Background: an optimization exercise with open tools, aiming at small area, a short achievable clock period and few clock cycles per item. Do not read the settings as production practice.
Where RTL was checked, it was by simulation tests only, not by an equivalence proof against the original.
For run 4, only the layout was checked, not whether the RTL still works.

File: flow/flow/run.sh
#!/bin/bash
set -euo pipefail
bash standard.sh SETUP_SLACK_MARGIN=6.0 finish > make_finish.log 2>&1
File: flow/standard.sh
#!/bin/bash
# synth_recipe.tcl (not shown) runs the flow's synth.tcl, then flattens the netlist and writes it again
# the make line also repeats each setting of config.mk as NAME=value (left out here)
make -C /OpenROAD-flow-scripts/flow DESIGN_CONFIG=/design/flow/config.mk WORK_HOME=/design/flow/orfs CLKGATE_MAP_FILE= SYNTH_SCRIPT=/design/flow/synth_recipe.tcl "${@:-finish}"
File: flow/config.mk
export PLATFORM = sky130hd
export DESIGN_NAME = sha256_hash_engine
export DESIGN_NICKNAME = sha256_hash_engine
export VERILOG_FILES = /design/flow/design.v
export SDC_FILE = /design/flow/constraint.sdc
export NUM_CORES = 4
export LEC_CHECK = 0
export CAP_MARGIN = 20
export CORE_MARGIN = 2
export CORE_UTILIZATION = 40
export SLEW_MARGIN = 20
File: flow/constraint.sdc
create_clock -name core_clock -period 10.0 [get_ports {clk}]
set_input_delay 2.0000 -clock core_clock [delete_from_list [all_inputs] [get_ports {clk}]]
set_output_delay 2.0000 -clock core_clock [all_outputs]
set_load 0.01 [all_outputs]
File: flow/design.v
module sha256_hash_engine (
    input  wire         clk,
    input  wire         rst_n,       
    input  wire         start,
    input  wire         in_valid,
    output wire         in_ready,
    input  wire [7:0]   in_byte,
    input  wire         in_last,
    input  wire         in_empty,
    output reg          dig_valid,
    output wire [255:0] dig
);
    reg         busy;        
    reg         fin;         
    reg         fin_last;    
    reg         fin0;        
    reg         rdy;         
    reg         last_in;     
    reg         p80;         
    reg         final_blk;   
    reg [1:0]   acn;         
    reg [4:0]   wc;          
    reg [6:0]   pq;          
    reg         hv;          
    reg [31:0]  hkw;
    reg [31:0]  kq;          
    reg [15:0]  msg_len;
    reg [511:0] win;         
    reg [31:0]  H0, H1, H2, H3, H4, H5, H6, H7;
    reg [31:0]  a, b, c, d, e, f, g, h;
    assign in_ready = rdy;
    assign dig = {H0, H1, H2, H3, H4, H5, H6, H7};
    localparam [2047:0] K_TAB = {
        32'hc67178f2, 32'hbef9a3f7, 32'ha4506ceb, 32'h90befffa,
        32'h8cc70208, 32'h84c87814, 32'h78a5636f, 32'h748f82ee,
        32'h682e6ff3, 32'h5b9cca4f, 32'h4ed8aa4a, 32'h391c0cb3,
        32'h34b0bcb5, 32'h2748774c, 32'h1e376c08, 32'h19a4c116,
        32'h106aa070, 32'hf40e3585, 32'hd6990624, 32'hd192e819,
        32'hc76c51a3, 32'hc24b8b70, 32'ha81a664b, 32'ha2bfe8a1,
        32'h92722c85, 32'h81c2c92e, 32'h766a0abb, 32'h650a7354,
        32'h53380d13, 32'h4d2c6dfc, 32'h2e1b2138, 32'h27b70a85,
        32'h14292967, 32'h06ca6351, 32'hd5a79147, 32'hc6e00bf3,
        32'hbf597fc7, 32'hb00327c8, 32'ha831c66d, 32'h983e5152,
        32'h76f988da, 32'h5cb0a9dc, 32'h4a7484aa, 32'h2de92c6f,
        32'h240ca1cc, 32'h0fc19dc6, 32'hefbe4786, 32'he49b69c1,
        32'hc19bf174, 32'h9bdc06a7, 32'h80deb1fe, 32'h72be5d74,
        32'h550c7dc3, 32'h243185be, 32'h12835b01, 32'hd807aa98,
        32'hab1c5ed5, 32'h923f82a4, 32'h59f111f1, 32'h3956c25b,
        32'he9b5dba5, 32'hb5c0fbcf, 32'h71374491, 32'h428a2f98
    };
    function [63:0] csa(input [31:0] x, input [31:0] y, input [31:0] z);
        csa = {x ^ y ^ z, ((x & y) | (x & z) | (y & z)) << 1};
    endfunction
    function [31:0] add_bk(input [31:0] x, input [31:0] y);
        reg [31:0] gg, pp;
        integer i, k;
        begin
            gg = x & y;
            pp = x ^ y;
            for (k = 1; k < 32; k = k * 2)
                for (i = 2 * k - 1; i < 32; i = i + 2 * k) begin
                    gg[i] = gg[i] | (pp[i] & gg[i - k]);
                    pp[i] = pp[i] & pp[i - k];
                end
            for (k = 8; k >= 1; k = k / 2)
                for (i = 3 * k - 1; i < 32; i = i + 2 * k) begin
                    gg[i] = gg[i] | (pp[i] & gg[i - k]);
                    pp[i] = pp[i] & pp[i - k];
                end
            add_bk = (x ^ y) ^ {gg[30:0], 1'b0};
        end
    endfunction
    wire [31:0] S1  = {e[5:0], e[31:6]} ^ {e[10:0], e[31:11]} ^ {e[24:0], e[31:25]};
    wire [31:0] ch  = (e & f) ^ (~e & g);
    wire [31:0] S0  = {a[1:0], a[31:2]} ^ {a[12:0], a[31:13]} ^ {a[21:0], a[31:22]};
    wire [31:0] maj = (a & b) ^ (a & c) ^ (b & c);
    wire [63:0] ac1 = csa(hkw, ch, maj);
    wire [63:0] ac2 = csa(ac1[31:0], S1, S0);
    wire [63:0] ac3 = csa(ac2[63:32], ac2[31:0], ac1[63:32]);
    wire [63:0] ec1 = csa(hkw, ch, d);
    wire [63:0] ec2 = csa(ec1[63:32], ec1[31:0], S1);
    wire [31:0] a_new = ac3[63:32] + ac3[31:0];
    wire [31:0] e_new = ec2[63:32] + ec2[31:0];
    wire [31:0] p15 = win[31:0];
    wire [31:0] p14 = win[63:32];
    wire [31:0] p9  = win[223:192];
    wire [31:0] p1  = win[479:448];
    wire [31:0] p0  = win[511:480];
    wire [31:0] s0w = {p1[6:0], p1[31:7]} ^ {p1[17:0], p1[31:18]} ^ (p1 >> 3);
    wire [31:0] s1w = {p14[16:0], p14[31:17]} ^ {p14[18:0], p14[31:19]} ^ (p14 >> 10);
    wire [63:0] wc1 = csa(p9, p0, s1w);
    wire [63:0] wc2 = csa(wc1[63:32], wc1[31:0], s0w);
    wire [31:0] w_sch = wc2[63:32] + wc2[31:0];      
    wire do_round = hv;
    wire sched    = (pq[5:4] != 2'd0);                 
    wire start_ok = !busy && !fin && start;
    wire pre      = busy && !fin && !pq[6] && (sched || (acn == 2'd0 && wc == pq[4:0] + 5'd1));
    wire nxt_w    = pre && (sched || pq[3:0] == 4'd15) && pq != 7'd63;
    wire take     = in_valid && rdy;
    wire newword  = take && acn == 2'd0;                 
    wire padw     = busy && last_in && !wc[4];           
    wire t63      = do_round && pq[6];                  
    wire ring     = fin || (do_round && (pq == 7'd62 || pq == 7'd63 || pq == 7'd64));
    wire [31:0] x_h   = do_round ? g : h;
    wire [5:0]  pq1   = pq[5:0] + 6'd1;
    wire [63:0] hc1   = csa(x_h, kq, p15);
    wire [31:0] hkw_n = add_bk(hc1[63:32], hc1[31:0]);
    wire [31:0] ff_a = add_bk(H3, fin0 ? 32'h0 : a);
    wire [31:0] ff_e = add_bk(H7, fin0 ? 32'h0 : e);
    wire [31:0] pad_word = !p80 ? 32'h80000000 :
                           (final_blk && wc[3:0] == 4'd15) ? {13'd0, msg_len, 3'b000} : 32'h0;
    reg  [31:0] p15_n;
    reg         win_sh;
    always @(*) begin
        win_sh = 1'b0;
        p15_n  = p15;
        if (nxt_w) begin
            win_sh = 1'b1;
            p15_n  = w_sch;
        end else if (take) begin
            case (acn)
                2'd0: begin
                    win_sh = 1'b1;
                    p15_n  = in_last ? {in_byte, 24'h800000} : {in_byte, 24'h0};
                end
                2'd1: p15_n = in_last ? {p15[31:24], in_byte, 16'h8000} : {p15[31:24], in_byte, p15[15:0]};
                2'd2: p15_n = in_last ? {p15[31:16], in_byte, 8'h80} : {p15[31:16], in_byte, p15[7:0]};
                default: p15_n = {p15[31:8], in_byte};
            endcase
        end else if (padw) begin
            win_sh = 1'b1;
            p15_n  = pad_word;
        end
    end
    wire [4:0] bw = (newword || padw) ? wc : wc - 5'd1;
    reg        busy_n, last_in_n;
    reg [1:0]  acn_n;
    reg [4:0]  wc_n;
    always @(*) begin
        busy_n    = busy;
        last_in_n = last_in;
        acn_n     = acn;
        wc_n      = wc;
        if (take) begin
            acn_n = in_last ? 2'd0 : acn + 2'd1;
            if (in_last) last_in_n = 1'b1;
        end
        if (newword || padw) wc_n = wc + 5'd1;
        if (t63) begin
            wc_n = 5'd0;
            if (final_blk) busy_n = 1'b0;
        end
        if (start_ok) begin
            busy_n    = 1'b1;
            last_in_n = in_empty;
            acn_n     = 2'd0;
            wc_n      = 5'd0;
        end
    end
    always @(posedge clk) begin
        if (!rst_n) begin
            busy      <= 1'b0;
            fin       <= 1'b0;
            hv        <= 1'b0;
            rdy       <= 1'b0;
            dig_valid <= 1'b0;
        end else begin
            busy      <= busy_n;
            last_in   <= last_in_n;
            acn       <= acn_n;
            wc        <= wc_n;
            rdy       <= busy_n && !last_in_n && !(acn_n == 2'd0 && wc_n[4]);
            fin       <= t63 || start_ok;
            fin0      <= start_ok;
            dig_valid <= fin && fin_last;
            hv        <= pre;
            if (pre) begin
                pq <= pq + 7'd1;
                kq <= K_TAB[32 * pq1 +: 32];
            end
            if (start_ok) fin_last <= 1'b0;
            if (t63) begin
                pq       <= 7'd0;
                kq       <= K_TAB[31:0];
                fin_last <= final_blk;
            end
            if (take) msg_len <= msg_len + 16'd1;
            if ((take && in_last && acn != 2'd3) || (padw && !p80)) begin
                p80 <= 1'b1;
                if (bw <= 5'd13) final_blk <= 1'b1;
            end
            if (fin && p80) final_blk <= 1'b1;
            if (!busy) begin
                pq        <= 7'd0;
                kq        <= K_TAB[31:0];
                msg_len   <= 16'd0;
                p80       <= 1'b0;
                final_blk <= 1'b0;
            end
        end
    end
    always @(posedge clk) begin
        if (win_sh) win <= {win[479:0], p15_n};
        else if (take) win[31:0] <= p15_n;
        if (pre) hkw <= hkw_n;
        if (start_ok) begin
            {H0, H1, H2, H3} <= {32'hbb67ae85, 32'h3c6ef372, 32'ha54ff53a, 32'h6a09e667};
            {H4, H5, H6, H7} <= {32'h9b05688c, 32'h1f83d9ab, 32'h5be0cd19, 32'h510e527f};
        end else if (ring) begin
            {H0, H1, H2, H3} <= {ff_a, H0, H1, H2};
            {H4, H5, H6, H7} <= {ff_e, H4, H5, H6};
        end
        if (fin)
            {a, b, c, d, e, f, g, h} <= {ff_a, H0, H1, H2, ff_e, H4, H5, H6};
        else if (do_round)
            {a, b, c, d, e, f, g, h} <= {a_new, a, b, c, e_new, e, f, g};
    end
endmodule
==> results.sh, run 1 <==
export IMPL_numPortBuffers=271
export IMPL_drt_iter0_markers=3949
export IMPL_design_area_um2=73800
export IMPL_slew_violations=0
export IMPL_nets=6088
export IMPL_avgRoutedWirePerCell_um=25.1
export IMPL_place_area_um2=64500
export IMPL_start_util=0.403
export IMPL_ys_ff_latch=1128
export IMPL_cts_tree="built"
export IMPL_antenna_cells=0
export IMPL_cts_clk_slew_worst_paths_ns=0.06
export IMPL_synth_async_reset_ratio=0
export IMPL_rows=141
export IMPL_syn_to_final_growth_pct=23.9
export IMPL_gp_congestion=0.942
export IMPL_fill_cells=12911
export IMPL_synth_seq_area_share=0.520
export IMPL_drc_errors=0
export IMPL_finalHoldViolations=0
export IMPL_synthFlopType="edfxtp_1"
export IMPL_fmax_mhz=219
export IMPL_drive_gt1_frac=0.212
export IMPL_cts_made_buffers=119
export IMPL_synth_largest_area_cell="edfxtp_1"
export IMPL_grt_pass1_vias=40452
export IMPL_hold_class="reg -> reg"
export IMPL_timing_rr_start="a[3]"
export IMPL_cp_slowest_cell="fa_1"
export IMPL_fin_crit_sh=0.458
export IMPL_hold_start="win[70]"
export IMPL_yosysWarnings=1
export IMPL_fin_setup_tns_ns=0
export IMPL_vias=41917
export IMPL_maxCapViolations=0
export IMPL_fp_dieW_um=390
export IMPL_synthesis_area_um2=59600
export IMPL_skew_ns=0.0846
export IMPL_crit_arrival_ns=5.02
export IMPL_antenna_found_initial=8
export IMPL_ant_nets=0
export IMPL_clk_path_buf_depth=3
export IMPL_critPathCaptureType="register"
export IMPL_synth_avg_cell_area_um2=11.7
export IMPL_crit_type="reg -> reg"
export IMPL_overflow=0
export IMPL_clk_latency_ns=0.79
export IMPL_multi_input_area_um2=29200
export IMPL_yosysUniqueCellTypes=78
export IMPL_startpoint_type="register"
export IMPL_seq_area_um2=31000
export IMPL_crit_family="compound AO/OA/AOI/OAI gates"
export IMPL_status="complete, no violations"
export IMPL_cp_cell_sequence="buf_6 > buf_4 > xor2_1 > xnor2_1 > fa_1 > inv_1 > fa_1 > ha_1 > a21oi_1 > o21ai_0 > a21o_1 > a311o_1 > a21o_1 > a21oi_2 > xor2_1 > o21ai_1"
export IMPL_hpwl_um=133000
export IMPL_crit_fanout=4
export IMPL_placed_cells=7056
export IMPL_routed_via_density=5.51
export IMPL_io_pin_count=272
export IMPL_synth_fp_nets=5608
export IMPL_grt_pass1_wl_um=275000
export IMPL_finalSetupViolCount=0
export IMPL_coreArea_um2=148000
export IMPL_hold_ws_ns=0.395
export IMPL_regMostFlops="win"
export IMPL_grt_use_total=0.246
export IMPL_yosys_area_top_type_share=0.421
export IMPL_fp_dieH_um=390
export IMPL_synth_edff_count=835
export IMPL_crit_buf_inv=3
export IMPL_root_buffer="clkbuf_16"
export IMPL_grt_max_degree=186
export IMPL_cts_sinks=1128
export IMPL_fin_crit_ns=4.58
export IMPL_slowest_delay_ns=0.57
export IMPL_instances_no_fill=7607
export IMPL_worst_slew_pin_slew_ns=1.13
export IMPL_cp_required_ns=10.44
export IMPL_relSlewSlack=0.248
export IMPL_htree_levels=3
export IMPL_wl_um=191000
export IMPL_yosys_top_cells_area="edfxtp_1, fa_1, dfxtp_1"
export IMPL_largest_register_ffs=512
export IMPL_die_area_um2=152000
export IMPL_firstDrtPassIters=6
export IMPL_startpoint="a[3]"
export IMPL_rsz0062_at_grt="yes"
export IMPL_syn_inst=5091
-- cells by family (layout without fill, tap and decap cells) --
logic type | count (synthesis) | count (layout) | share of synthesized area
multiplexers | 267 | 267 | 0.0503
adder cells (fa/ha/maj) | 505 | 505 | 0.143
XOR/XNOR | 405 | 405 | 0.0600
flip-flops | 1128 | 1128 | 0.520
AO/OA/AOI/OAI | 916 | 916 | 0.0950
buffers and inverters | 563 | 1144 | 0.0358
AND/OR/NAND/NOR | 1307 | 1312 | 0.0963
-- timing repair --
action	4_1_cts	5_1_grt
pin swaps	165	125
buffers inserted	238	71
setup endpoints to repair	915	519
cloned	15	0
resized for setup	405	168
hold buffers	0	0
-- worst paths after layout --
check | to | slack (ns) | depth (start not counted)
worst max-delay path | a[24] | 5.42 | 16
worst min-delay path | win[102] | 0.39 | 0
worst max register to register | a[24] | 5.42 | 16
worst min register to register | win[102] | 0.39 | 0
-- routing by layer --
metal	up-vias	GRT usage	share of wire
met5	-	0	0
li1	18842	-	-
met4	0	0.0793	0.033
met1	21164	0.362	0.45
met3	277	0.0432	0.079
met2	1634	0.367	0.44
-- synthesized netlist by cell type (15+ instances only) --
cell type,number
nor2_1,216
a221oi_1,20
o211ai_1,21
mux2i_1,36
xor2_1,111
o22ai_1,15
fa_1,294
o21a_1,24
inv_1,276
a211oi_1,42
nand2_1,675
edfxtp_1,835
mux2_2,228
xnor2_1,292
clkbuf_1,253
a21oi_1,298
nor2b_1,80
and3_1,17
buf_1,19
dfxtp_1,293
nor3_1,41
nand3_1,174
o31ai_1,19
ha_1,209
a31oi_1,28
a21o_1,103
nand2b_1,33
nand4_1,16
o21ai_0,235
-- cell type report --
cell class                 instances  area share
sequential                      1128       0.420
multi-input combinational       3405       0.396
inverter                         280      0.0146
tap                             1930      0.0327
timing repair buffer             637      0.0833
clock inverter                    53     0.00739
clock buffer                     174      0.0463
-- stage by stage --
step,utilization,setup WS (ns)
floorplan,-,5.24
global placement,0.436,4.52
detailed placement,0.436,4.49
CTS,0.490,5.54
global route,0.499,5.34
finish,0.499,5.42
-- cells in the final DEF, fill, tap and decap left out, types with 15 or more instances in the layout --
cell             netlist  final
inv_1                276    268
a211oi_1              42     32
xnor2_1              292    211
o21ai_2                0     24
ha_4                   0     32
a21o_1               103    102
buf_6                  1     49
xnor2_2                0     78
clkbuf_16              0    123
o21ai_1                0     48
nand4_1               16     16
clkbuf_1             253     35
dfxtp_1              293    280
o21ai_0              235    156
a31oi_1               28     25
xor2_1               111     94
nor3_1                41     37
fa_1                 294    255
fa_2                   0     39
nor2_1               216    209
o211ai_1              21     21
a21oi_2                0     29
buf_4                  0    288
mux2_2               228    225
o21a_1                24     23
and3_1                17     16
nor2b_1               80     63
nand2b_1              33     31
nand3_1              174    169
xor2_2                 1     15
a21oi_1              298    260
ha_1                 209    163
edfxtp_1             835    835
clkdlybuf4s50_1        0    269
a221oi_1              20     19
clkinv_2               0     20
nand2_1              675    657
Testbench counts, summed over its fixed seeds: cycles 33,574, bytes 14,064.
==> inputs of run 2 (changes only) <==
==> flow/run.sh (new file) <==
#!/bin/bash
# synth_recipe.tcl (not shown) runs the flow's synth.tcl, then flattens the netlist and writes it again
# the make line also repeats each setting of config.mk as NAME=value (left out here)
make -C /OpenROAD-flow-scripts/flow DESIGN_CONFIG=/design/flow/config.mk WORK_HOME=/design/flow/orfs CLKGATE_MAP_FILE= SYNTH_SCRIPT=/design/flow/synth_recipe.tcl finish
--- a/flow/config.mk
+++ b/flow/config.mk
@@ -8,4 +8,5 @@
 export CAP_MARGIN = 20
 export CORE_MARGIN = 2
-export CORE_UTILIZATION = 40
+export CORE_UTILIZATION = 50
+export SETUP_SLACK_MARGIN = 5
 export SLEW_MARGIN = 20
removed: flow/flow/run.sh
removed: flow/standard.sh
==> run 2 against run 1 <==
Net effect: clock-buffer cell count down 14; critical path depth unchanged; worst hold slack worse by 0.0066 ns; global-route usage up 5.6 points; sequential share of layout area up 3.2 points; non-clock buffer count down 272; critical endpoint is now win[31].
==> results.sh, run 2 <==
export IMPL_cp_cell_sequence="xnor2_2 > xnor2_1 > fa_1 > fa_1 > ha_1 > inv_1 > fa_1 > nor2b_1 > o2111ai_1 > a21oi_2 > o211ai_1 > a21oi_1 > or4_1 > a31oi_1 > xnor2_1 > a21oi_1"
export IMPL_slew_violations=0
export IMPL_crit_fanout=4
export IMPL_startpoint_type="register"
export IMPL_layout_common_cells="edfxtp_1, nand2_1, fa_1, dfxtp_1, a21oi_1"
export IMPL_crit_family="adder cells"
export IMPL_rows=126
export IMPL_firstDrtPassIters=6
export IMPL_synth_edff_count=835
export IMPL_ant_nets=0
export IMPL_start_util=0.504
export IMPL_grt_max_degree=175
export IMPL_io_pin_count=272
export IMPL_skew_ns=0.0576
export IMPL_syn_to_final_growth_pct=15.1
export IMPL_fp_dieH_um=349
export IMPL_crit_type="reg -> reg"
export IMPL_syn_inst=5091
export IMPL_drt_iter0_markers=4711
export IMPL_numPortBuffers=271
export IMPL_htree_levels=3
export IMPL_synth_simple_gate_area_frac=0.0963
export IMPL_synth_async_reset_ratio=0
export IMPL_slowest_delay_ns=0.57
export IMPL_grt_pass1_vias=38909
export IMPL_yosysMostFrequentCell="edfxtp_1"
export IMPL_drive_gt1_frac=0.111
export IMPL_crit_arrival_ns=5.42
export IMPL_cp_required_ns=10.48
export IMPL_cts_clk_slew_worst_paths_ns=0.07
export IMPL_finalSetupViolCount=0
export IMPL_synth_seq_area_share=0.520
export IMPL_largest_register_ffs=512
export IMPL_synthMuxAreaShare=0.0503
export IMPL_cts_sinks=1128
export IMPL_worst_slew_pin_slew_ns=1.28
export IMPL_clk_latency_ns=0.75
export IMPL_vias=40973
export IMPL_finalHoldViolations=0
export IMPL_drc_errors=0
export IMPL_fill_cells=9784
export IMPL_synth_largest_area_cell="edfxtp_1"
export IMPL_crit_buf_inv=1
export IMPL_wl_um=185000
export IMPL_hpwl_um=135000
export IMPL_root_buffer="clkbuf_16"
export IMPL_die_area_um2=122000
export IMPL_fp_dieW_um=349
export IMPL_gp_congestion=0.933
export IMPL_nets=5812
export IMPL_cts_made_buffers=118
export IMPL_avgRoutedWirePerCell_um=26.7
export IMPL_yosysWarnings=1
export IMPL_routed_via_density=5.91
export IMPL_clk_path_buf_depth=3
export IMPL_rsz0062_at_grt="yes"
export IMPL_grt_pass1_wl_um=269000
export IMPL_cpMostUsedCell="fa_1"
export IMPL_cts_tree="built"
export IMPL_coreArea_um2=118000
export IMPL_fmax_mhz=202
export IMPL_maxCapViolations=0
export IMPL_hold_class="reg -> reg"
export IMPL_synth_avg_cell_area_um2=11.7
export IMPL_synth_compound_area_frac=0.0950
export IMPL_fin_crit_sh=0.494
export IMPL_status="complete, no violations"
export IMPL_synthTopCellsByCount="edfxtp_1, nand2_1, a21oi_1"
export IMPL_critPathCaptureType="register"
export IMPL_synth_top_family_by_area="adder cells"
export IMPL_cp_slowest_cell="edfxtp_1"
export IMPL_antenna_found_initial=5
export IMPL_relSlewSlack=0.144
export IMPL_synthFlopType="edfxtp_1"
export IMPL_yosysUniqueCellTypes=78
export IMPL_yosys_area_top_type_share=0.421
export IMPL_synthXorXnorAreaFrac=0.0600
export IMPL_overflow=0
export IMPL_yosys_top_cells_area="edfxtp_1, fa_1, dfxtp_1"
export IMPL_synthesis_area_um2=59600
export IMPL_synth_fp_nets=5608
export IMPL_final_common_cell="edfxtp_1"
export IMPL_ys_ff_latch=1128
export IMPL_fin_setup_tns_ns=0
export IMPL_grt_use_total=0.301
export IMPL_synth_fa_ha_area_frac=0.143
export IMPL_final_util=0.580
export IMPL_fin_crit_ns=4.94
export IMPL_regMostFlops="win"
[run 2: cell counts after synthesis]
No cell type changed its count.
[run 2: final timing paths]
| path | start | endpoint | slack [ns] | cells past startpoint |
|---|---|---|---|---|
| min | win[350] | win[382] | 0.39 | 0 |
| min reg2reg | win[350] | win[382] | 0.39 | 0 |
| max | win[50] | win[31] | 5.06 | 16 |
| max reg2reg | win[50] | win[31] | 5.06 | 16 |
[run 2: routing by layer]
| layer | routed length, um | part of all wire | global-route usage |
|---|---|---|---|
| met5 | 32 | 0.00017 | 0 |
| met4 | 4460 | 0.024 | 0.0729 |
| met1 | 85100 | 0.46 | 0.470 |
| met3 | 15800 | 0.086 | 0.0501 |
| met2 | 79500 | 0.43 | 0.437 |
[run 2: what timing repair did]
action,CTS,global route
setup endpoints to repair,485,353
gates cloned,4,0
pin swaps,2,3
buffers inserted,3,38
hold buffers,0,0
resized for setup,24,54
[run 2: logic make-up after synthesis]
| family | Yosys count |
|---|---|
| and+or+nand+nor | 1307 |
| DFF | 1128 |
| AOI/OAI and AO/OA | 916 |
| buffers and inverters | 563 |
| adders and majority gates | 505 |
| xor gates and xnor gates | 405 |
| muxes | 267 |
[run 2: final cells by class]
cell class / count / area (um^2) / area share
sequential: 1128 / 30900 / 0.452
multi-input combinational: 3402 / 26900 / 0.393
timing repair buffer: 365 / 3650 / 0.0532
clock buffer: 160 / 3300 / 0.0482
tap: 1536 / 1920 / 0.0280
inverter: 280 / 1060 / 0.0154
clock inverter: 65 / 738 / 0.0108
antenna: 1 / 2.50 / 0.0000365
[run 2: stage by stage]
step / hold slack, ns / instance area (um^2) / setup WS [ns] / cells
after floorplan: 0.400 / 59600 / 5.00 / 5091
after global placement: 0.400 / 63700 / 4.59 / 6664
after detailed placement: 0.405 / 63800 / 4.47 / 6666
after CTS: 0.382 / 68000 / 4.92 / 6898
after global routing: 0.396 / 68500 / 4.91 / 6936
final: 0.388 / 68500 / 5.06 / 6937
[run 2: worst register-to-register path, delay by kind of cell (launching register included)]
family | cells | cell delay, ns
buf+inv | 1 | 0.08
fa+ha+maj | 4 | 1.63
simple gates | 2 | 0.44
compound gates | 6 | 1.12
xor+xnor | 3 | 0.82
flops | 1 | 0.57
==> inputs of run 3 (changes only) <==
--- a/flow/config.mk
+++ b/flow/config.mk
@@ -8,5 +8,5 @@
 export CAP_MARGIN = 20
 export CORE_MARGIN = 2
-export CORE_UTILIZATION = 50
+export CORE_UTILIZATION = 40
 export SETUP_SLACK_MARGIN = 5
 export SLEW_MARGIN = 20
==> run 3 against run 2 <==
Net effect: still clean; core utilization fell by 11 points; first-iteration DRC count fell by 10%; global-route usage shrank 6.4 points; synthesized cell count stayed put; non-clock buffer count rose by 6; clock skew rose by 0.025 ns; highest routed layer unchanged.
==> results.sh, run 3 <==
export IMPL_clk_path_buf_depth=3
export IMPL_synth_fa_ha_area_frac=0.143
export IMPL_wl_um=183000
export IMPL_yosysUniqueCellTypes=78
export IMPL_yosysWarnings=1
export IMPL_reg2regPathDepth=14
export IMPL_start_util=0.403
export IMPL_synth_avg_cell_area_um2=11.7
export IMPL_fmax_mhz=206
export IMPL_gp_congestion=0.931
export IMPL_synth_simple_gate_area_frac=0.0963
export IMPL_fin_crit_sh=0.486
export IMPL_design_area_um2=69200
export IMPL_synth_edff_count=835
export IMPL_firstDrtPassIters=6
export IMPL_cp_required_ns=10.53
export IMPL_fill_cells=13391
export IMPL_finalSetupViolCount=0
export IMPL_vias=40418
export IMPL_overflow=0
export IMPL_layout_common_cells="edfxtp_1, nand2_1, fa_1, dfxtp_1, a21oi_1"
export IMPL_largest_register_ffs=512
export IMPL_routed_via_density=5.51
export IMPL_htree_levels=3
export IMPL_cts_made_buffers=120
export IMPL_ys_ff_latch=1128
export IMPL_slew_violations=0
export IMPL_antenna_found_initial=8
export IMPL_rsz0062_at_grt="yes"
export IMPL_synth_async_reset_ratio=0
export IMPL_place_area_um2=64200
export IMPL_fin_setup_tns_ns=0
export IMPL_fp_dieW_um=390
export IMPL_grt_use_total=0.237
export IMPL_status="complete, no violations"
export IMPL_final_common_cell="edfxtp_1"
export IMPL_regMostFlops="win"
export IMPL_cp_endpoint="win[31]"
export IMPL_numPortBuffers=271
export IMPL_fp_dieH_um=390
export IMPL_crit_type="reg -> reg"
export IMPL_hpwl_um=135000
export IMPL_grt_pass1_wl_um=266000
export IMPL_synth_fp_nets=5608
export IMPL_synthTopCellsByCount="edfxtp_1, nand2_1, a21oi_1"
export IMPL_grt_max_degree=166
export IMPL_clk_latency_ns=0.80
export IMPL_synth_seq_area_share=0.520
export IMPL_cts_tree="built"
export IMPL_synthesis_area_um2=59600
export IMPL_die_area_um2=152000
export IMPL_relSlewSlack=0.267
export IMPL_fin_crit_ns=4.86
export IMPL_cts_clk_slew_worst_paths_ns=0.06
export IMPL_synthMuxAreaShare=0.0503
export IMPL_nets=5820
export IMPL_startpoint="win[51]"
export IMPL_syn_inst=5091
export IMPL_timing_rr_start="win[51]"
export IMPL_synth_top_family_by_area="adder cells"
export IMPL_cts_sinks=1128
export IMPL_rows=141
export IMPL_ant_nets=0
export IMPL_drc_errors=0
export IMPL_min_path_cells=0
export IMPL_io_pin_count=272
export IMPL_crit_arrival_ns=5.38
export IMPL_drt_iter0_markers=4232
export IMPL_skew_ns=0.0828
export IMPL_yosysMostFrequentCell="edfxtp_1"
export IMPL_r2r_end="win[31]"
export IMPL_syn_to_final_growth_pct=16.2
export IMPL_drive_gt1_frac=0.112
export IMPL_r2r_setup_slack_ns=5.14
export IMPL_finalHoldViolations=0
export IMPL_yosys_top_cells_area="edfxtp_1, fa_1, dfxtp_1"
export IMPL_maxCapViolations=0
export IMPL_coreArea_um2=148000
export IMPL_yosys_area_top_type_share=0.421
export IMPL_cts_hold_buffers=0
export IMPL_crit_fanout=5
export IMPL_grt_pass1_vias=38931
export IMPL_synth_largest_area_cell="edfxtp_1"
export IMPL_worst_slew_pin_slew_ns=1.10
export IMPL_synth_compound_area_frac=0.0950
export IMPL_root_buffer="clkbuf_16"
export IMPL_critPathCaptureType="register"
export IMPL_startpoint_type="register"
export IMPL_avgRoutedWirePerCell_um=24.9
export IMPL_hold_class="reg -> reg"
export IMPL_synthFlopType="edfxtp_1"
export IMPL_synthXorXnorAreaFrac=0.0600
run 3: changes by cell type in the layout (fill, tap and decap cells not counted), sizes merged:
cell      previous run  this run
clkinvlp             5         2
diode                1         2
bufbuf               0         1
buf                 93        98
inv                287       286
clkinv              43        46
clkbuf             161       160
bufinv              10        15
run 3: logic make-up (layout without fill, tap and decap cells):
| logic type | count (synthesis) | after routing |
|---|---|---|
| AOI/OAI and AO/OA | 916 | 916 |
| xor gates and xnor gates | 405 | 405 |
| adders and majority gates | 505 | 505 |
| buffers and inverters | 563 | 879 |
| DFF | 1128 | 1128 |
| muxes | 267 | 267 |
| other | 0 | 2 |
| and+or+nand+nor | 1307 | 1309 |
run 3: area by class of cell:
| type | count | area (um^2) | area share |
|---|---|---|---|
| Sequential cell | 1128 | 30900 | 0.447 |
| Multi-Input combinational cell | 3402 | 26900 | 0.389 |
| Timing Repair Buffer | 371 | 3590 | 0.0518 |
| Clock buffer | 159 | 3380 | 0.0488 |
| Tap cell | 1930 | 2410 | 0.0349 |
| Inverter | 280 | 1060 | 0.0153 |
| Clock inverter | 69 | 921 | 0.0133 |
| Antenna cell | 2 | 5.00 | 0.0000723 |
run 3: worst min path at each step:
stage	start	endpoint
after floorplan	win[68]	win[100]
after global placement	win[251]	win[283]
after detailed placement	win[72]	win[104]
after CTS	win[143]	win[175]
after global routing	win[276]	win[308]
final	win[143]	win[175]
run 3: critical path: stages, from the launching register on:
cell	delay, ns
edfxtp_1	0.52
xnor2_1	0.19
xnor2_1	0.40
fa_1	0.51
fa_1	0.42
ha_1	0.37
a21o_1	0.18
a21o_1	0.17
a221o_1	0.35
o211ai_1	0.25
a21oi_1	0.14
or4_1	0.50
a31oi_2	0.25
xnor2_2	0.19
a21oi_1	0.14
run 3: through the flow:
stage	cells	util	hold WS [ns]	worst slack [ns]
floorplan	5091	-	0.400	5.00
global placement	7056	0.434	0.400	4.60
detailed placement	7057	0.434	0.405	4.54
CTS	7295	0.464	0.386	4.92
global route	7340	0.468	0.404	4.94
finish	7341	0.468	0.385	5.14
run 3: what timing repair did:
item                       4_1_cts  5_1_grt
buffers inserted                 7       44
gates cloned                     3        0
setup endpoints to repair      370      386
resized for setup               16       56
pin swaps                        1        4
run 3: routing by layer:
layer	vias up	global-route usage	share of wire
met4	6	0.0580	0.024
met5	-	0	0.00024
met1	20411	0.352	0.45
met2	1479	0.357	0.44
met3	212	0.0462	0.080
li1	18310	-	-
==> inputs of run 4 (changes only) <==
--- a/flow/design.v
+++ b/flow/design.v
@@ -23,5 +23,4 @@
     reg [6:0]   pq;          
     reg         hv;          
-    reg [31:0]  hkw;
     reg [31:0]  kq;          
     reg [15:0]  msg_len;
@@ -75,8 +74,8 @@
     wire [31:0] S0  = {a[1:0], a[31:2]} ^ {a[12:0], a[31:13]} ^ {a[21:0], a[31:22]};
     wire [31:0] maj = (a & b) ^ (a & c) ^ (b & c);
-    wire [63:0] ac1 = csa(hkw, ch, maj);
+    wire [63:0] ac1 = csa(h, ch, maj);
     wire [63:0] ac2 = csa(ac1[31:0], S1, S0);
     wire [63:0] ac3 = csa(ac2[63:32], ac2[31:0], ac1[63:32]);
-    wire [63:0] ec1 = csa(hkw, ch, d);
+    wire [63:0] ec1 = csa(h, ch, d);
     wire [63:0] ec2 = csa(ec1[63:32], ec1[31:0], S1);
     wire [31:0] a_new = ac3[63:32] + ac3[31:0];
@@ -203,5 +202,4 @@
         if (win_sh) win <= {win[479:0], p15_n};
         else if (take) win[31:0] <= p15_n;
-        if (pre) hkw <= hkw_n;
         if (start_ok) begin
             {H0, H1, H2, H3} <= {32'hbb67ae85, 32'h3c6ef372, 32'ha54ff53a, 32'h6a09e667};
@@ -213,6 +211,12 @@
         if (fin)
             {a, b, c, d, e, f, g, h} <= {ff_a, H0, H1, H2, ff_e, H4, H5, H6};
-        else if (do_round)
-            {a, b, c, d, e, f, g, h} <= {a_new, a, b, c, e_new, e, f, g};
+        else begin
+            if (do_round)
+                {a, b, c, d, e, f, g} <= {a_new, a, b, c, e_new, e, f};
+            if (pre)
+                h <= hkw_n;
+            else if (do_round)
+                h <= g;
+        end
     end
 endmodule
==> run 4 against run 3 <==
Net effect: still clean; clock-buffer cell count rose by 3; register-to-register slack got worse by 0.08 ns; synthesized cell count is 3.3% higher; cell count up 2.2%; via count up 3.3%; critical endpoint is now H0[15].
==> results.sh, run 4 <==
export IMPL_root_buffer="clkbuf_16"
export IMPL_routed_via_density=5.57
export IMPL_clk_path_buf_depth=3
export IMPL_crit_family="simple AND/OR/NAND/NOR gates"
export IMPL_clk_latency_ns=0.77
export IMPL_fin_crit_sh=0.493
export IMPL_design_area_um2=68700
export IMPL_crit_type="reg -> reg"
export IMPL_antenna_found_initial=3
export IMPL_ys_ff_latch=1096
export IMPL_synth_async_reset_ratio=0
export IMPL_final_common_cell="edfxtp_1"
export IMPL_antenna_cells=0
export IMPL_yosysUniqueCellTypes=76
export IMPL_numPortBuffers=271
export IMPL_die_area_um2=151000
export IMPL_instances_no_fill=7500
export IMPL_synth_seq_area_share=0.506
export IMPL_vias=41765
export IMPL_status="complete, no violations"
export IMPL_crit_fanout=188
export IMPL_avgRoutedWirePerCell_um=26.0
export IMPL_yosys_area_top_type_share=0.407
export IMPL_synth_edff_count=803
export IMPL_htree_levels=3
export IMPL_coreArea_um2=147000
export IMPL_wl_um=195000
export IMPL_fin_crit_ns=4.93
export IMPL_drive_gt1_frac=0.104
export IMPL_nets=5983
export IMPL_cp_cell_sequence="buf_4 > ha_4 > or2_2 > nand2_1 > o31ai_1 > nand2_1 > nand2_4 > buf_12 > nand2_1 > o21ai_0 > nand2_1"
export IMPL_slew_violations=0
export IMPL_hold_class="reg -> reg"
export IMPL_yosys_top_cells_area="edfxtp_1, fa_1, dfxtp_1"
export IMPL_reg2regPathDepth=11
export IMPL_synth_avg_cell_area_um2=11.3
export IMPL_syn_to_final_growth_pct=16.0
export IMPL_finalHoldViolations=0
export IMPL_cts_sinks=1096
export IMPL_relSlewSlack=0.178
export IMPL_grt_pass1_vias=40537
export IMPL_timing_rr_start="pq[0]"
export IMPL_fp_dieH_um=389
export IMPL_skew_ns=0.0497
export IMPL_finalSetupViolCount=0
export IMPL_cp_endpoint="H0[15]"
export IMPL_fp_dieW_um=389
export IMPL_yosysMostFrequentCell="edfxtp_1"
export IMPL_drc_errors=0
export IMPL_overflow=0
export IMPL_io_pin_count=272
export IMPL_cts_hold_buffers=0
export IMPL_ant_nets=0
export IMPL_synthesis_area_um2=59200
export IMPL_hpwl_um=143000
export IMPL_synthTopCellsByCount="edfxtp_1, nand2_1, a21oi_1"
export IMPL_synth_largest_area_cell="edfxtp_1"
export IMPL_synthFlopType="edfxtp_1"
export IMPL_gp_congestion=0.959
export IMPL_syn_inst=5260
export IMPL_critPathCaptureType="register"
export IMPL_slowest_delay_ns=0.74
export IMPL_layout_common_cells="edfxtp_1, nand2_1, a21oi_1, dfxtp_1"
export IMPL_r2r_setup_slack_ns=5.07
export IMPL_cp_slowest_cell="nand2_4"
export IMPL_worst_slew_pin_slew_ns=1.23
export IMPL_cpMostUsedCell="nand2_1"
export IMPL_yosysWarnings=1
export IMPL_fmax_mhz=203
export IMPL_rsz0062_at_grt="yes"
export IMPL_fin_setup_tns_ns=0
export IMPL_maxCapViolations=0
export IMPL_start_util=0.402
export IMPL_startpoint="pq[0]"
export IMPL_synth_fp_nets=5777
export IMPL_cp_required_ns=10.60
export IMPL_regMostFlops="win"
export IMPL_drt_iter0_markers=4306
export IMPL_placed_cells=7206
export IMPL_r2r_end="H0[15]"
export IMPL_largest_register_ffs=512
export IMPL_cts_clk_slew_worst_paths_ns=0.06
export IMPL_cts_tree="built"
export IMPL_crit_buf_inv=2
export IMPL_grt_pass1_wl_um=282000
export IMPL_firstDrtPassIters=6
export IMPL_place_area_um2=63800
export IMPL_grt_use_total=0.253
export IMPL_cp_num_cells=11
export IMPL_hold_ws_ns=0.387
export IMPL_grt_max_degree=189
export IMPL_rows=141
export IMPL_cts_made_buffers=117
export IMPL_startpoint_type="register"
export IMPL_crit_arrival_ns=5.54
-- run 4: kinds of logic (layout without fill, tap and decap cells) --
| group | after synthesis | count (layout) | share of synthesized area |
|---|---|---|---|
| buffers and inverters | 605 | 913 | 0.0385 |
| adders and majority gates | 504 | 504 | 0.144 |
| xor gates and xnor gates | 407 | 407 | 0.0603 |
| and+or+nand+nor | 1379 | 1381 | 0.101 |
| DFF | 1096 | 1096 | 0.506 |
| AOI/OAI and AO/OA | 1040 | 1040 | 0.108 |
| muxes | 229 | 229 | 0.0422 |
-- run 4: worst register-to-register path: cells and delay by family (launching register included) --
kind | cells | cell delay (ns)
AO/OA/AOI/OAI | 2 | 0.84
adder cells (fa/ha/maj) | 1 | 0.34
buffers and inverters | 2 | 1.00
flip-flops | 1 | 0.63
AND/OR/NAND/NOR | 6 | 2.00
-- run 4: cell type report --
| class | instances | area, um^2 |
|---|---|---|
| multi-input combinational | 3561 | 27600 |
| sequential | 1096 | 30000 |
| clock inverter | 61 | 475 |
| inverter | 296 | 1110 |
| fill | 13475 | 78800 |
| timing repair buffer | 394 | 3820 |
| tap | 1930 | 2410 |
| clock buffer | 162 | 3330 |
-- run 4: worst min-delay path by stage --
stage                     cells after the start     start  endpoint  slack (ns)
after floorplan                               0   win[68]  win[100]        0.40
after global placement                        0  win[275]  win[307]        0.40
after detailed placement                      0   win[76]  win[108]        0.40
after CTS                                     0  win[303]  win[335]        0.40
after global routing                          0  win[139]  win[171]        0.41
final                                         0  win[303]  win[335]        0.39
-- run 4: routing by layer --
metal / vias to the layer above / wire (um) / global-route usage
met1: 20890 / 83400 / 0.348
li1: 18852 / - / -
met4: 2 / 9020 / 0.101
met2: 1667 / 89400 / 0.401
met3: 354 / 13000 / 0.0403
met5: - / 13 / 0
-- run 4: through the flow --
stage	setup WS, ns	util
after floorplan	5.02	-
after global placement	4.25	0.433
after detailed placement	4.20	0.433
after CTS	4.98	0.461
after global routing	4.81	0.466
final	5.07	0.466
-- run 4: what timing repair did --
| item | CTS | global route |
|---|---|---|
| pin swaps | 6 | 26 |
| setup endpoints to repair | 407 | 366 |
| gates cloned | 4 | 2 |
| buffers inserted | 23 | 42 |
| gates resized for setup | 32 | 78 |
==> inputs of run 5 (changes only) <==
--- a/flow/design.v
+++ b/flow/design.v
@@ -14,5 +14,5 @@
     reg         fin;         
     reg         fin_last;    
-    reg         fin0;        
+    reg [2:0]   npush;       
     reg         rdy;         
     reg         last_in;     
@@ -94,17 +94,19 @@
     wire sched    = (pq[5:4] != 2'd0);                 
     wire start_ok = !busy && !fin && start;
-    wire pre      = busy && !fin && !pq[6] && (sched || (acn == 2'd0 && wc == pq[4:0] + 5'd1));
+    wire push     = (npush != 3'd0);
+    wire pre      = busy && !fin && !push && !pq[6] && (sched || (acn == 2'd0 && wc == pq[4:0] + 5'd1));
     wire nxt_w    = pre && (sched || pq[3:0] == 4'd15) && pq != 7'd63;
     wire take     = in_valid && rdy;
     wire newword  = take && acn == 2'd0;                 
-    wire padw     = busy && last_in && !wc[4];           
+    wire wfree    = (wc == pq[4:0]) || pre;              
+    wire padw     = busy && last_in && !wc[4] && wfree;  
     wire t63      = do_round && pq[6];                  
-    wire ring     = fin || (do_round && (pq == 7'd62 || pq == 7'd63 || pq == 7'd64));
+    wire ring     = fin || push || (do_round && (pq == 7'd62 || pq == 7'd63 || pq == 7'd64));
     wire [31:0] x_h   = do_round ? g : h;
     wire [5:0]  pq1   = pq[5:0] + 6'd1;
     wire [63:0] hc1   = csa(x_h, kq, p15);
     wire [31:0] hkw_n = add_bk(hc1[63:32], hc1[31:0]);
-    wire [31:0] ff_a = add_bk(H3, fin0 ? 32'h0 : a);
-    wire [31:0] ff_e = add_bk(H7, fin0 ? 32'h0 : e);
+    wire [31:0] ff_a = add_bk(H3, push ? 32'h0 : a);
+    wire [31:0] ff_e = add_bk(H7, push ? 32'h0 : e);
     wire [31:0] pad_word = !p80 ? 32'h80000000 :
                            (final_blk && wc[3:0] == 4'd15) ? {13'd0, msg_len, 3'b000} : 32'h0;
@@ -133,4 +135,6 @@
     end
     wire [4:0] bw = (newword || padw) ? wc : wc - 5'd1;
+    wire       push_n = start_ok || (fin && busy) || npush[2:1] != 2'd0;
+    wire [4:0] pq_n   = (t63 || !busy) ? 5'd0 : pq[4:0] + {4'd0, pre};
     reg        busy_n, last_in_n;
     reg [1:0]  acn_n;
@@ -161,4 +165,5 @@
             busy      <= 1'b0;
             fin       <= 1'b0;
+            npush     <= 3'd0;
             hv        <= 1'b0;
             rdy       <= 1'b0;
@@ -169,7 +174,8 @@
             acn       <= acn_n;
             wc        <= wc_n;
-            rdy       <= busy_n && !last_in_n && !(acn_n == 2'd0 && wc_n[4]);
-            fin       <= t63 || start_ok;
-            fin0      <= start_ok;
+            rdy       <= busy_n && !last_in_n && !(acn_n == 2'd0 && (wc_n[4] || (push_n && wc_n != pq_n)));
+            fin       <= t63;
+            if (push) npush <= npush - 3'd1;
+            if ((fin && busy) || start_ok) npush <= 3'd4;
             dig_valid <= fin && fin_last;
             hv        <= pre;
@@ -203,20 +209,16 @@
         else if (take) win[31:0] <= p15_n;
         if (start_ok) begin
-            {H0, H1, H2, H3} <= {32'hbb67ae85, 32'h3c6ef372, 32'ha54ff53a, 32'h6a09e667};
-            {H4, H5, H6, H7} <= {32'h9b05688c, 32'h1f83d9ab, 32'h5be0cd19, 32'h510e527f};
+            {H0, H1, H2, H3} <= {32'h6a09e667, 32'hbb67ae85, 32'h3c6ef372, 32'ha54ff53a};
+            {H4, H5, H6, H7} <= {32'h510e527f, 32'h9b05688c, 32'h1f83d9ab, 32'h5be0cd19};
         end else if (ring) begin
             {H0, H1, H2, H3} <= {ff_a, H0, H1, H2};
             {H4, H5, H6, H7} <= {ff_e, H4, H5, H6};
         end
-        if (fin)
-            {a, b, c, d, e, f, g, h} <= {ff_a, H0, H1, H2, ff_e, H4, H5, H6};
-        else begin
-            if (do_round)
-                {a, b, c, d, e, f, g} <= {a_new, a, b, c, e_new, e, f};
-            if (pre)
-                h <= hkw_n;
-            else if (do_round)
-                h <= g;
-        end
+        if (do_round || push)
+            {a, b, c, d, e, f, g} <= {push ? ff_a : a_new, a, b, c, push ? ff_e : e_new, e, f};
+        if (pre)
+            h <= hkw_n;
+        else if (do_round || push)
+            h <= g;
     end
 endmodule
==> run 5 against run 4 <==
Net effect: cell count decreased by 5.6%; die area decreased by 3.4%; still clean; via count decreased by 6.7%; largest cell class unchanged; first-iteration DRC count decreased by 13%; final area decreased by 2.9%.
==> results.sh, run 5 <==
export IMPL_crit_type="reg -> reg"
export IMPL_fin_crit_sh=0.497
export IMPL_status="complete, no violations"
export IMPL_fin_crit_ns=4.97
export IMPL_r2r_end="a[28]"
export IMPL_root_buffer="clkbuf_16"
export IMPL_cp_cell_sequence="buf_4 > mux2_2 > fa_1 > fa_1 > fa_1 > ha_1 > nand2_1 > nor4_1 > a21oi_2 > o2111ai_4 > a211oi_2 > buf_4 > o31a_1 > o21ai_1 > xor2_1 > mux2_2"
export IMPL_firstDrtPassIters=6
export IMPL_cpMostUsedCell="fa_1"
export IMPL_routed_via_density=5.50
export IMPL_ys_ff_latch=1098
export IMPL_startpoint_type="register"
export IMPL_yosysUniqueCellTypes=90
export IMPL_numPortBuffers=271
export IMPL_r2r_setup_slack_ns=5.03
export IMPL_slew_violations=0
export IMPL_yosys_area_top_type_share=0.438
export IMPL_skew_ns=0.0204
export IMPL_crit_fanout=6
export IMPL_critPathCaptureType="register"
export IMPL_drive_gt1_frac=0.0962
export IMPL_yosysWarnings=1
export IMPL_largest_register_ffs=512
export IMPL_synth_largest_area_cell="edfxtp_1"
export IMPL_yosysMostFrequentCell="edfxtp_1"
export IMPL_regMostFlops="win"
export IMPL_fill_cells=12807
export IMPL_fin_setup_tns_ns=0
export IMPL_gp_congestion=0.956
export IMPL_clk_path_buf_depth=3
export IMPL_wl_um=175000
export IMPL_antenna_found_initial=6
export IMPL_nets=5611
export IMPL_io_pin_count=272
export IMPL_synthesis_area_um2=57200
export IMPL_hold_start="win[187]"
export IMPL_crit_arrival_ns=5.43
export IMPL_rows=138
export IMPL_syn_inst=4852
export IMPL_start_util=0.404
export IMPL_final_common_cell="edfxtp_1"
export IMPL_worst_slew_pin_slew_ns=1.05
export IMPL_drc_errors=0
export IMPL_avgRoutedWirePerCell_um=24.7
export IMPL_grt_use_total=0.235
export IMPL_fp_dieH_um=382
export IMPL_hpwl_um=125000
export IMPL_grt_pass1_vias=37828
export IMPL_pre_cts_slack_ns=4.06
export IMPL_coreArea_um2=142000
export IMPL_clk_latency_ns=0.72
export IMPL_cp_endpoint="a[28]"
export IMPL_setup_ws_ns=5.03
export IMPL_relSlewSlack=0.300
export IMPL_drt_iter0_markers=3732
export IMPL_synth_avg_cell_area_um2=11.8
export IMPL_overflow=0
export IMPL_synthFlopType="edfxtp_1"
export IMPL_synth_seq_area_share=0.530
export IMPL_finalSetupViolCount=0
export IMPL_cts_tree="built"
export IMPL_slowest_delay_ns=0.52
export IMPL_maxCapViolations=0
export IMPL_grt_max_degree=180
export IMPL_cts_made_buffers=110
export IMPL_cp_slowest_cell="fa_1"
export IMPL_htree_levels=3
export IMPL_syn_to_final_growth_pct=16.7
export IMPL_layout_common_cells="edfxtp_1, nand2_1, a21oi_1, xnor2_1, fa_1"
export IMPL_timing_rr_start="e[9]"
export IMPL_fmax_mhz=201
export IMPL_startpoint="e[9]"
export IMPL_die_area_um2=146000
export IMPL_cts_clk_slew_worst_paths_ns=0.06
export IMPL_synth_fp_nets=5371
export IMPL_reg2regPathDepth=16
export IMPL_finalHoldViolations=0
export IMPL_hold_class="reg -> reg"
export IMPL_synth_edff_count=834
export IMPL_cp_required_ns=10.46
export IMPL_ant_nets=0
export IMPL_vias=38952
export IMPL_synthTopCellsByCount="edfxtp_1, nand2_1, a21oi_1"
export IMPL_synth_async_reset_ratio=0
export IMPL_rsz0062_at_grt="yes"
export IMPL_cts_sinks=1098
export IMPL_grt_pass1_wl_um=257000
export IMPL_fp_dieW_um=382
export IMPL_yosys_top_cells_area="edfxtp_1, fa_1, dfxtp_1"
[run 5: changes by cell type after synthesis, moves of 29 or more]
cell	before	now
inv_1	288	117
maj3_1	1	30
edfxtp_1	803	834
dfxtp_1	293	264
a21o_1	101	67
and2_1	12	75
xnor2_1	291	325
mux2_2	166	79
o21ai_0	286	220
nor2b_1	83	22
clkbuf_1	280	227
mux2i_1	63	10
[run 5: final cells by class]
cell class,instances,area [um^2],share of cell area
Sequential cell,1098,30300,0.454
Antenna cell,2,5.00,0.0000750
Multi-Input combinational cell,3360,26000,0.389
Clock buffer,153,3160,0.0474
Inverter,121,460,0.00690
Clock inverter,54,480,0.00720
Timing Repair Buffer,401,3960,0.0593
Tap cell,1890,2360,0.0354
[run 5: critical path, delay by kind of cell (launching register included)]
kind | cells | cell delay, ns
buf+inv | 2 | 0.41
simple gates | 2 | 0.42
compound gates | 5 | 0.89
fa+ha+maj | 4 | 1.78
flops | 1 | 0.42
xor+xnor | 1 | 0.11
mux | 2 | 0.66
[run 5: worst min-delay path by stage]
stage | end | cells after the start | slack [ns]
after floorplan | win[100] | 0 | 0.40
after global placement | win[269] | 0 | 0.40
after detailed placement | win[146] | 0 | 0.40
after CTS | win[310] | 0 | 0.41
after global routing | win[311] | 0 | 0.42
final | win[219] | 0 | 0.41
[run 5: cells by family (layout without fill, tap and decap cells)]
group / Yosys count / after routing / synth area share
xor+xnor: 414 / 414 / 0.0634
other cells: 0 / 2 / 0
mux: 91 / 91 / 0.0179
compound gates: 926 / 926 / 0.101
flops: 1098 / 1098 / 0.530
buf+inv: 396 / 729 / 0.0269
fa+ha+maj: 535 / 535 / 0.154
simple gates: 1392 / 1394 / 0.107
[run 5: metrics by stage]
stage | hold WS [ns] | cells | utilization | instance area, um^2
2_1_floorplan | 0.400 | 4852 | - | 57300
3_3_place_gp | 0.400 | 6792 | 0.436 | 61800
3_5_place_dp | 0.405 | 6793 | 0.436 | 61800
4_1_cts | 0.411 | 7034 | 0.466 | 66100
5_1_grt | 0.419 | 7078 | 0.471 | 66700
6_report | 0.414 | 7079 | 0.471 | 66700
[run 5: timing repair]
action / CTS / global route
gates resized for setup: 43 / 67
setup buffers: 30 / 43
pin swaps: 15 / 43
cloned: 4 / 0
hold buffers: 0 / 0
endpoints found under the setup margin: 546 / 469
[run 5: per-layer routing]
layer / share of wire / up-vias / wire length, um / GRT usage
met5: 0.00012 / - / 21 / 0
met2: 0.46 / 1488 / 79800 / 0.365
li1: - / 17673 / - / -
met4: 0.036 / 4 / 6260 / 0.0769
met1: 0.44 / 19507 / 76800 / 0.332
met3: 0.067 / 280 / 11700 / 0.0429
Testbench counts of run 5, summed over its fixed seeds: cycles 33,936, bytes 14,064.
==> inputs of run 6 (changes only) <==
--- a/flow/config.mk
+++ b/flow/config.mk
@@ -9,4 +9,6 @@
 export CORE_MARGIN = 2
 export CORE_UTILIZATION = 40
+export CTS_CLUSTER_DIAMETER = 60
+export CTS_CLUSTER_SIZE = 24
 export SETUP_SLACK_MARGIN = 5
 export SLEW_MARGIN = 20
==> run 6 against run 5 <==
Net effect: still clean on timing, DRC and antenna; cell count down 0.86%; worst hold slack about the same; fmax down 0.64%; synthesized cell count unchanged; area after synthesis unchanged; clock skew up 0.013 ns; critical path depth down 1; critical path type unchanged; largest cell class unchanged.
==> results.sh, run 6 <==
export IMPL_status="complete, no violations"
export IMPL_crit_arrival_ns=5.47
export IMPL_grt_max_degree=180
export IMPL_worst_slew_pin_slew_ns=1.02
export IMPL_finalHoldViolations=0
export IMPL_routed_via_density=5.50
export IMPL_rsz0062_at_grt="yes"
export IMPL_hpwl_um=125000
export IMPL_clk_latency_ns=0.71
export IMPL_layout_common_cells="edfxtp_1, nand2_1, a21oi_1, xnor2_1, fa_1"
export IMPL_fmax_mhz=200
export IMPL_numPortBuffers=271
export IMPL_clk_path_buf_depth=3
export IMPL_relSlewSlack=0.318
export IMPL_crit_fanout=4
export IMPL_vias=38610
export IMPL_fill_cells=12838
export IMPL_cp_slowest_cell="edfxtp_1"
export IMPL_crit_type="reg -> reg"
export IMPL_slew_violations=0
export IMPL_grt_use_total=0.234
export IMPL_grt_pass1_vias=37482
export IMPL_synth_edff_count=834
export IMPL_synth_fp_nets=5371
export IMPL_instances_no_fill=7018
export IMPL_synth_seq_area_share=0.530
export IMPL_cts_made_buffers=83
export IMPL_fp_dieH_um=382
export IMPL_io_pin_count=272
export IMPL_start_util=0.404
export IMPL_synth_largest_area_cell="edfxtp_1"
export IMPL_htree_levels=3
export IMPL_grt_pass1_wl_um=256000
export IMPL_firstDrtPassIters=5
export IMPL_startpoint_type="register"
export IMPL_synthesis_area_um2=57200
export IMPL_root_buffer="clkbuf_16"
export IMPL_regMostFlops="win"
export IMPL_wl_um=174000
export IMPL_cts_tree="built"
export IMPL_largest_register_ffs=512
export IMPL_critPathCaptureType="register"
export IMPL_overflow=0
export IMPL_die_area_um2=146000
export IMPL_gp_congestion=0.956
export IMPL_final_common_cell="edfxtp_1"
export IMPL_cts_hold_buffers=0
export IMPL_synth_async_reset_ratio=0
export IMPL_placed_cells=6793
export IMPL_fp_dieW_um=382
export IMPL_cp_required_ns=10.46
export IMPL_yosysWarnings=1
export IMPL_fin_crit_sh=0.500
export IMPL_syn_inst=4852
export IMPL_finalSetupViolCount=0
export IMPL_ys_ff_latch=1098
export IMPL_skew_ns=0.0330
export IMPL_yosys_area_top_type_share=0.438
export IMPL_ant_nets=0
export IMPL_rows=138
export IMPL_crit_buf_inv=1
export IMPL_fin_setup_tns_ns=0
export IMPL_avgRoutedWirePerCell_um=24.8
export IMPL_cpMostUsedCell="fa_1"
export IMPL_maxCapViolations=0
export IMPL_drc_errors=0
export IMPL_syn_to_final_growth_pct=15.4
export IMPL_seq_area_um2=30300
export IMPL_synthFlopType="edfxtp_1"
export IMPL_drt_iter0_markers=4096
export IMPL_hold_ws_ns=0.413
export IMPL_synthTopCellsByCount="edfxtp_1, nand2_1, a21oi_1"
export IMPL_yosysUniqueCellTypes=90
export IMPL_fin_crit_ns=5.00
export IMPL_hold_class="reg -> reg"
export IMPL_slowest_delay_ns=0.55
export IMPL_nets=5578
export IMPL_cts_clk_slew_worst_paths_ns=0.09
export IMPL_drive_gt1_frac=0.0921
export IMPL_crit_family="adder cells"
export IMPL_cp_cell_sequence="mux2_2 > fa_1 > fa_1 > fa_1 > ha_1 > o21ai_0 > nor2_1 > nand3_1 > o2111ai_2 > a211oi_2 > buf_4 > o31a_1 > o21ai_1 > xor2_1 > mux2_2"
export IMPL_yosys_top_cells_area="edfxtp_1, fa_1, dfxtp_1"
export IMPL_multi_input_area_um2=26000
export IMPL_antenna_found_initial=4
export IMPL_synth_avg_cell_area_um2=11.8
export IMPL_coreArea_um2=142000
export IMPL_yosysMostFrequentCell="edfxtp_1"
export IMPL_cts_sinks=1098
-- run 6: cell types whose count changed in the layout (fill, tap and decap cells not counted), sizes merged --
cell      delta
clkbuf      -63
inv         +22
clkinv       -9
buf          -7
clkinvlp     -4
bufbuf       -1
nand2        +1
-- run 6: cell families (layout without fill, tap and decap cells) --
family | Yosys count | in the layout | share of synthesized area
AO/OA/AOI/OAI | 926 | 926 | 0.101
multiplexers | 91 | 91 | 0.0179
buffers and inverters | 396 | 667 | 0.0269
adder cells (fa/ha/maj) | 535 | 535 | 0.154
flip-flops | 1098 | 1098 | 0.530
XOR/XNOR | 414 | 414 | 0.0634
AND/OR/NAND/NOR | 1392 | 1395 | 0.107
other | 0 | 2 | 0
-- run 6: per-stage QoR --
stage	setup slack [ns]	utilization	area, um^2
2_1_floorplan	5.01	-	57300
3_3_place_gp	4.05	0.436	61800
3_5_place_dp	4.06	0.436	61800
4_1_cts	4.90	0.462	65400
5_1_grt	4.82	0.466	66000
6_report	5.00	0.466	66000
-- run 6: cell type report --
cell class / instances / share of cell area
clock inverters: 63 / 0.0127
repair buffers: 394 / 0.0584
clock buffers: 89 / 0.0329
multi-input cells: 3361 / 0.394
well taps: 1890 / 0.0358
flip-flops and latches: 1098 / 0.459
diodes: 2 / 0.0000758
inverters: 121 / 0.00697
-- run 6: per-layer routing --
metal | part of all wire | wire [um] | global-route usage
met1 | 0.44 | 76600 | 0.332
met2 | 0.46 | 79400 | 0.366
met3 | 0.066 | 11500 | 0.0407
met4 | 0.037 | 6500 | 0.0741
met5 | 0.00012 | 21 | 0
-- run 6: repair_timing --
action / CTS / global route
gates cloned: 4 / 1
gates resized for setup: 47 / 65
buffers inserted: 34 / 32
endpoints found under the setup margin: 545 / 343
pin swaps: 14 / 39
-- run 6: final timing paths --
check               start  cells after the start  slack (ns)       end
hold / removal    win[92]                      0        0.41  win[124]
hold reg to reg   win[92]                      0        0.41  win[124]
setup reg to reg     e[6]                     15        5.00     a[28]
setup / recovery     e[6]                     15        5.00     a[28]
-- run 6: worst register-to-register path: stages, from the launching register on --
cell	delay, ns
edfxtp_1	0.55
mux2_2	0.44
fa_1	0.40
fa_1	0.52
fa_1	0.42
ha_1	0.36
o21ai_0	0.15
nor2_1	0.21
nand3_1	0.18
o2111ai_2	0.32
a211oi_2	0.12
buf_4	0.18
o31a_1	0.35
o21ai_1	0.19
xor2_1	0.11
mux2_2	0.27

## what the ideal ports hide
No port has a modelled driver above. Below, the same layouts with a new extraction and two added sets of constraints. Step 1, drivers: a clkbuf_16 drives clk and a buf_2 each remaining input, both assumed. Step 2 also shifts input and output timing later by t, the mid clock arrival at the registers, as if the neighbouring blocks saw the same clock. a / b / c = no drivers / after step 1 / after step 2; a / b = the first two.
| run | t, ns | setup slack, ns | hold WS [ns] | clock arrival spread, ns | worst slew at a driven data input, ns |
|---|---|---|---|---|---|
| run 1 | 0.832 | 5.424 / 5.424 / 5.255 | 0.394 / 0.394 / 0.394 | 0.093 / 0.093 | 0.09 |
| run 2 | 0.802 | 5.058 / 5.058 / 5.058 | 0.388 / 0.388 / 0.388 | 0.062 / 0.061 | 0.06 |
| run 3 | 0.832 | 5.144 / 5.144 / 5.144 | 0.385 / 0.385 / 0.385 | 0.085 / 0.085 | 0.11 |
| run 4 | 0.832 | 5.067 / 5.067 / 4.972 | 0.387 / 0.387 / 0.387 | 0.050 / 0.050 | 0.12 |
| run 5 | 0.788 | 5.031 / 5.031 / 4.539 | 0.414 / 0.414 / 0.414 | 0.021 / 0.021 | 0.13 |
| run 6 | 0.773 | 4.999 / 4.999 / 4.333 | 0.413 / 0.413 / 0.413 | 0.034 / 0.034 | 0.13 |
After both steps setup and hold are still met in every run listed. The setup slack of run 6, which loses most, moves by 0.000 ns with the drivers and by -0.666 ns with both steps.
